Source: an optimization exercise on an open RTL-to-GDS flow (aim: small area and a short achievable clock period). Production flows keep margins and buffers that such runs may drop. In this exercise RTL edits were held to simulation tests only and were not proved equivalent to the original. Power figures rest on the tool's default switching activity, not on a simulated workload.

Setup of main:
## pipe_cpu
module pipe_cpu (
    input  wire        clk,
    input  wire        rst,
    output wire [31:0] imem_addr,
    input  wire [31:0] imem_rdata,
    input  wire        host_rf_we,
    input  wire [4:0]  host_rf_waddr,
    input  wire [31:0] host_rf_wdata,
    output wire        rf_we,
    output wire [4:0]  rf_waddr,
    output wire [31:0] rf_wdata,
    output wire [31:0] dmem_addr,
    output wire        dmem_re,
    output wire        dmem_we,
    output wire [31:0] dmem_wdata,
    input  wire [31:0] dmem_rdata,
    output wire [31:0] pc,
    output wire [31:0] ifid_instr,
    output wire [31:0] idex_instr,
    output wire [31:0] exmem_instr,
    output wire [31:0] memwb_instr
);
export LEC_CHECK = 0
export CAP_MARGIN = 20
export CORE_MARGIN = 2
export CORE_UTILIZATION = 40
export SETUP_SLACK_MARGIN = 4.2
export SLEW_MARGIN = 20
export SYNTH_HIERARCHICAL = 1
create_clock -name core_clock -period 7.0 [get_ports {clk}]
standard.sh (not shown) runs the stock make flow with config.mk's settings and CLKGATE_MAP_FILE= SYNTH_SCRIPT=/design/flow/synth_recipe.tcl, a recipe that flattens the netlist after the stock synthesis.
==> flow/flow/run.sh <==
#!/bin/bash
# Own layout flow: the standard ORFS flow (standard.sh, unchanged synthesis,
# floorplan, power grid and tap cells), with placement/CTS choices changed:
#  - the port buffers are buf_2 cells instead of the default pick (a 10 um2
#    delay buffer); every input and output port still gets its own buffer;
#  - CTS adds no dummy loads and clusters up to 25 flip-flops per leaf buffer.
set -euo pipefail
cd "$(dirname "$0")/.."
export BUFFER_PORTS_ARGS="-buffer_cell sky130_fd_sc_hd__buf_2"
export CTS_ARGS="-sink_clustering_enable -repair_clock_nets -dont_use_dummy_load -sink_clustering_size 25 -sink_clustering_max_diameter 100"
bash standard.sh > flow_make.log 2>&1
Input-level comparison between the feature branch and main:
--- a/flow/design.v
+++ b/flow/design.v
@@ -115,29 +115,38 @@
     wire f_exA = idex_wr  && idex_dest  == f_rs && f_rs != 5'd0;
     wire f_exB = idex_wr  && idex_dest  == f_rt && f_rt != 5'd0;
     wire f_mwA = exmem_wnz && exmem_rd == f_rs;
     wire f_mwB = exmem_wnz && exmem_rd == f_rt;
     wire f_wbA = memwb_wnz && memwb_rd == f_rs;
     wire f_wbB = memwb_wnz && memwb_rd == f_rt;
-    wire [31:0] f_kill  = ({31'd0, exmem_wnz} << exmem_rd) | ({31'd0, memwb_wnz} << memwb_rd);
-    wire [31:0] f_rsDec = (32'd1 << f_rs) & ~f_kill;
-    wire [31:0] f_rtDec = (32'd1 << f_rt) & ~f_kill;
-    wire [33:1] f_selA  = {f_mwA, f_wbA & ~f_mwA, f_rsDec[31:1]};
-    wire [33:1] f_selB  = {f_mwB, f_wbB & ~f_mwB, f_rtDec[31:1]};
-    wire [31:0] f_a, f_b;
+    wire [31:0] f_rsDec = 32'd1 << f_rs;
+    wire [31:0] f_rtDec = 32'd1 << f_rt;
+    wire [31:0] f_mA0, f_mA1, f_mA2, f_mB0, f_mB1, f_mB2;
     genvar gb, gr;
     generate
         for (gb = 0; gb < 32; gb = gb + 1) begin : rd
-            wire [33:1] col;
+            wire [31:1] col;
             for (gr = 1; gr < 32; gr = gr + 1) begin : c
                 assign col[gr] = bank[gr*32 + gb];
             end
-            assign col[32] = memwb_val[gb];
-            assign col[33] = mem_val[gb];
-            pipe_cpu_rd33 ua (.s(f_selA), .d(col), .y(f_a[gb]));
-            pipe_cpu_rd33 ub (.s(f_selB), .d(col), .y(f_b[gb]));
+            pipe_cpu_rd31 ua (.s(f_rsDec[31:1]), .d(col), .m({f_mA2[gb], f_mA1[gb], f_mA0[gb]}));
+            pipe_cpu_rd31 ub (.s(f_rtDec[31:1]), .d(col), .m({f_mB2[gb], f_mB1[gb], f_mB0[gb]}));
+        end
+    endgenerate
+    wire        f_bypA = f_mwA | f_wbA;
+    wire        f_bypB = f_mwB | f_wbB;
+    wire [31:0] f_xA = ~(({32{f_mwA}} & mem_val) | ({32{f_wbA & ~f_mwA}} & memwb_val));
+    wire [31:0] f_xB = ~(({32{f_mwB}} & mem_val) | ({32{f_wbB & ~f_mwB}} & memwb_val));
+    wire [31:0] f_a, f_b;
+    generate
+        for (gb = 0; gb < 32; gb = gb + 1) begin : rdo
+            wire oa, ob;
+            pipe_cpu_a31o  ua (.a(f_mA0[gb]), .b(f_mA1[gb]), .c(f_mA2[gb]), .d(f_bypA), .y(oa));
+            pipe_cpu_nand2 na (.a(oa), .b(f_xA[gb]), .y(f_a[gb]));
+            pipe_cpu_a31o  ub (.a(f_mB0[gb]), .b(f_mB1[gb]), .c(f_mB2[gb]), .d(f_bypB), .y(ob));
+            pipe_cpu_nand2 nb (.a(ob), .b(f_xB[gb]), .y(f_b[gb]));
         end
     endgenerate
     wire [5:0]  id_op = ifid_q[31:26];
     wire [4:0]  id_rs = ifid_q[25:21];
     wire [4:0]  id_rt = ifid_q[20:16];
     wire [5:0]  id_fn = ifid_q[5:0];
@@ -257,30 +266,29 @@
             exmem_we <= (idex_q[31:26] == OP_SW);
             exmem_wnz <= idex_wr && idex_dest != 5'd0;
             memwb_wnz <= exmem_wnz;
         end
     end
 endmodule
-module pipe_cpu_rd33 (
-    input  wire [33:1] s,
-    input  wire [33:1] d,
-    output wire        y
+module pipe_cpu_rd31 (
+    input  wire [31:1] s,
+    input  wire [31:1] d,
+    output wire [2:0]  m       
 );
     wire [10:0] n;
     genvar g;
     generate
-        for (g = 0; g < 11; g = g + 1) begin : grp
+        for (g = 0; g < 10; g = g + 1) begin : grp
             pipe_cpu_aoi222 u (.a1(s[3*g+1]), .b1(d[3*g+1]), .a2(s[3*g+2]), .b2(d[3*g+2]),
                                .a3(s[3*g+3]), .b3(d[3*g+3]), .y(n[g]));
         end
     endgenerate
-    wire [2:0] m;
+    assign n[10] = ~(s[31] & d[31]);
     pipe_cpu_and4 u0 (.a(n[3:0]),  .y(m[0]));
     pipe_cpu_and4 u1 (.a(n[7:4]),  .y(m[1]));
     pipe_cpu_and3 u2 (.a(n[10:8]), .y(m[2]));
-    assign y = ~(&m);
 endmodule
 module pipe_cpu_and3 (
     input  wire [2:0] a,
     output wire       y
 );
     assign y = &a;
@@ -390,6 +398,9 @@
 module pipe_cpu_mux2 (input wire s, a0, a1, output wire y);
     assign y = s ? a1 : a0;
 endmodule
 module pipe_cpu_eq32 (input wire [31:0] a, input wire [31:0] b, output wire y);
     assign y = (a == b);
 endmodule
+module pipe_cpu_a31o (input wire a, b, c, d, output wire y);
+    assign y = (a & b & c) | d;
+endmodule
## What came out
Diff main -> the feature branch: average vias per placed instance decreased by 0.11 relative to the old numbers, count of cell instances traversed by the critical path increased 1.
Lower tap cell instance count goes to main over the feature branch.
The feature branch vs. main: peak fanout along the critical path fell by 11; sequential share of power fell by 0.3 points.
Compared to main, the feature branch has number of global-route vias before repair about 0.65% lower.
The feature branch ends up with lower post-route worst hold slack than main does.

========
Another version of the RTL of pipe_cpu (not shown whole).
Size in the first run: roughly 4900 cells after synthesis, roughly 63000 um^2 of cells after synthesis.
==> flow/config.mk <==
export PLATFORM = sky130hd
export DESIGN_NAME = pipe_cpu
export DESIGN_NICKNAME = pipe_cpu
export VERILOG_FILES = /design/flow/design.v
export SDC_FILE = /design/flow/constraint.sdc
export NUM_CORES = 4
export LEC_CHECK = 0
export CAP_MARGIN = 20
export CORE_MARGIN = 2
export CORE_UTILIZATION = 40
export SETUP_SLACK_MARGIN = 4.2
export SLEW_MARGIN = 20
export SYNTH_HIERARCHICAL = 1
==> flow/constraint.sdc <==
create_clock -name core_clock -period 7.0 [get_ports {clk}]
set_input_delay 1.4000 -clock core_clock [delete_from_list [all_inputs] [get_ports {clk}]]
set_output_delay 1.4000 -clock core_clock [all_outputs]
set_load 0.01 [all_outputs]
Scripts as last shown in full above: flow/flow/run.sh
Next try:
--- a/flow/design.v
+++ b/flow/design.v
@@ -112,43 +112,48 @@
     wire [31:0] mem_val = exmem_re ? dmem_rdata : exmem_alu;
     wire [4:0] f_rs = imem_rdata[25:21];
     wire [4:0] f_rt = imem_rdata[20:16];
     wire f_exA = idex_wr  && idex_dest  == f_rs && f_rs != 5'd0;
     wire f_exB = idex_wr  && idex_dest  == f_rt && f_rt != 5'd0;
     wire f_mwA = exmem_wnz && exmem_rd == f_rs;
     wire f_mwB = exmem_wnz && exmem_rd == f_rt;
     wire f_wbA = memwb_wnz && memwb_rd == f_rs;
     wire f_wbB = memwb_wnz && memwb_rd == f_rt;
-    wire [31:0] f_rsDec = 32'd1 << f_rs;
-    wire [31:0] f_rtDec = 32'd1 << f_rt;
+    wire [31:1] f_rsDecL, f_rsDecH, f_rtDecL, f_rtDecH;
+    pipe_cpu_dec5 u_dAL (.a(f_rs), .y(f_rsDecL));
+    pipe_cpu_dec5 u_dAH (.a(f_rs), .y(f_rsDecH));
+    pipe_cpu_dec5 u_dBL (.a(f_rt), .y(f_rtDecL));
+    pipe_cpu_dec5 u_dBH (.a(f_rt), .y(f_rtDecH));
     wire [31:0] f_mA0, f_mA1, f_mA2, f_mB0, f_mB1, f_mB2;
     genvar gb, gr;
     generate
         for (gb = 0; gb < 32; gb = gb + 1) begin : rd
             wire [31:1] col;
             for (gr = 1; gr < 32; gr = gr + 1) begin : c
                 assign col[gr] = bank[gr*32 + gb];
             end
-            pipe_cpu_rd31 ua (.s(f_rsDec[31:1]), .d(col), .m({f_mA2[gb], f_mA1[gb], f_mA0[gb]}));
-            pipe_cpu_rd31 ub (.s(f_rtDec[31:1]), .d(col), .m({f_mB2[gb], f_mB1[gb], f_mB0[gb]}));
+            pipe_cpu_rd31 ua (.s(gb < 16 ? f_rsDecL : f_rsDecH), .d(col),
+                              .m({f_mA2[gb], f_mA1[gb], f_mA0[gb]}));
+            pipe_cpu_rd31 ub (.s(gb < 16 ? f_rtDecL : f_rtDecH), .d(col),
+                              .m({f_mB2[gb], f_mB1[gb], f_mB0[gb]}));
         end
     endgenerate
-    wire        f_nbA = ~(f_mwA | f_wbA);
-    wire        f_nbB = ~(f_mwB | f_wbB);
+    wire        f_bypA = f_mwA | f_wbA;
+    wire        f_bypB = f_mwB | f_wbB;
     wire [31:0] f_xA = ~(({32{f_mwA}} & mem_val) | ({32{f_wbA & ~f_mwA}} & memwb_val));
     wire [31:0] f_xB = ~(({32{f_mwB}} & mem_val) | ({32{f_wbB & ~f_mwB}} & memwb_val));
     wire [31:0] f_a, f_b;
     generate
         for (gb = 0; gb < 32; gb = gb + 1) begin : rdo
             wire oa, ob;
-            pipe_cpu_o31ai ua (.a(f_mA0[gb]), .b(f_mA1[gb]), .c(f_mA2[gb]), .d(f_nbA), .y(oa));
+            pipe_cpu_a31o  ua (.a(f_mA0[gb]), .b(f_mA1[gb]), .c(f_mA2[gb]), .d(f_bypA), .y(oa));
             pipe_cpu_nand2 na (.a(oa), .b(f_xA[gb]), .y(f_a[gb]));
-            pipe_cpu_o31ai ub (.a(f_mB0[gb]), .b(f_mB1[gb]), .c(f_mB2[gb]), .d(f_nbB), .y(ob));
+            pipe_cpu_a31o  ub (.a(f_mB0[gb]), .b(f_mB1[gb]), .c(f_mB2[gb]), .d(f_bypB), .y(ob));
             pipe_cpu_nand2 nb (.a(ob), .b(f_xB[gb]), .y(f_b[gb]));
         end
     endgenerate
     wire [5:0]  id_op = ifid_q[31:26];
     wire [4:0]  id_rs = ifid_q[25:21];
     wire [4:0]  id_rt = ifid_q[20:16];
     wire [5:0]  id_fn = ifid_q[5:0];
     wire id_eqRR, id_eqXR, id_eqRX;
     pipe_cpu_eq32 u_eqRR (.a(ifid_a),    .b(ifid_b),    .y(id_eqRR));
@@ -277,33 +282,33 @@
     wire [10:0] n;
     genvar g;
     generate
         for (g = 0; g < 10; g = g + 1) begin : grp
             pipe_cpu_aoi222 u (.a1(s[3*g+1]), .b1(d[3*g+1]), .a2(s[3*g+2]), .b2(d[3*g+2]),
                                .a3(s[3*g+3]), .b3(d[3*g+3]), .y(n[g]));
         end
     endgenerate
     assign n[10] = ~(s[31] & d[31]);
-    pipe_cpu_nand4 u0 (.a(n[3:0]),  .y(m[0]));
-    pipe_cpu_nand4 u1 (.a(n[7:4]),  .y(m[1]));
-    pipe_cpu_nand3 u2 (.a(n[10:8]), .y(m[2]));
+    pipe_cpu_and4 u0 (.a(n[3:0]),  .y(m[0]));
+    pipe_cpu_and4 u1 (.a(n[7:4]),  .y(m[1]));
+    pipe_cpu_and3 u2 (.a(n[10:8]), .y(m[2]));
 endmodule
-module pipe_cpu_nand3 (
+module pipe_cpu_and3 (
     input  wire [2:0] a,
     output wire       y
 );
-    assign y = ~(&a);
+    assign y = &a;
 endmodule
-module pipe_cpu_nand4 (
+module pipe_cpu_and4 (
     input  wire [3:0] a,
     output wire       y
 );
-    assign y = ~(&a);
+    assign y = &a;
 endmodule
 module pipe_cpu_aoi222 (
     input  wire a1, b1, a2, b2, a3, b3,
     output wire y
 );
     assign y = ~((a1 & b1) | (a2 & b2) | (a3 & b3));
 endmodule
 module pipe_cpu_carry33 (
     input  wire [31:0] a,
@@ -395,12 +400,16 @@
 module pipe_cpu_oai21 (input wire a, b, c, output wire y);
     assign y = ~(a & (b | c));
 endmodule
 module pipe_cpu_mux2 (input wire s, a0, a1, output wire y);
     assign y = s ? a1 : a0;
 endmodule
 module pipe_cpu_eq32 (input wire [31:0] a, input wire [31:0] b, output wire y);
     assign y = (a == b);
 endmodule
-module pipe_cpu_o31ai (input wire a, b, c, d, output wire y);
-    assign y = ~((a | b | c) & d);
+module pipe_cpu_a31o (input wire a, b, c, d, output wire y);
+    assign y = (a & b & c) | d;
+endmodule
+module pipe_cpu_dec5 (input wire [4:0] a, output wire [31:1] y);
+    wire [31:0] h = 32'd1 << a;
+    assign y = h[31:1];
 endmodule
Outcome: Worst setup slack got worse by 110 ps; sequential power is lower by about 0.5%; clock skew is about the same; combinational power is higher by 7.6%; flip-flop and latch count is unchanged; critical path depth stays the same.

[port drivers added, routing unchanged]
How much do the figures lean on ideal ports? The routed layouts below were timed once more, with nothing changed but the port constraints.
Step 1 sets driving cells, clkbuf_16 on the clock port and buf_2 on the other inputs (assumed; they add their load-dependent delay and slew).
Step 2 also shifts input and output timing later by t, the mid clock arrival at the registers, as if the neighbouring blocks saw the same clock.
a / b / c = ideal / step 1 / step 2; a / b = the first two.
| run | t (ns) | slack for setup (ns) | worst setup path after step 2 | clock arrival spread, ns | worst slew at a driven data input, ns |
|---|---|---|---|---|---|
| main | 0.782 | 4.147 / 4.122 / 3.342 | input to register | 0.106 / 0.106 | 0.22 |
| the feature branch | 0.742 | 4.141 / 4.003 / 3.261 | input to register | 0.116 / 0.116 | 0.22 |
| the first run of note 2 | 0.784 | 4.097 / 3.956 / 3.172 | input to register | 0.089 / 0.089 | 0.28 |
| the second run of note 2 | 0.774 | 3.985 / 3.811 / 3.037 | input to register | 0.092 / 0.092 | 0.36 |
After both steps setup and hold are still met in every run listed. For the second run of note 2, which loses most, drivers alone change the setup slack by -0.174 ns; drivers and shift together by -0.948 ns.
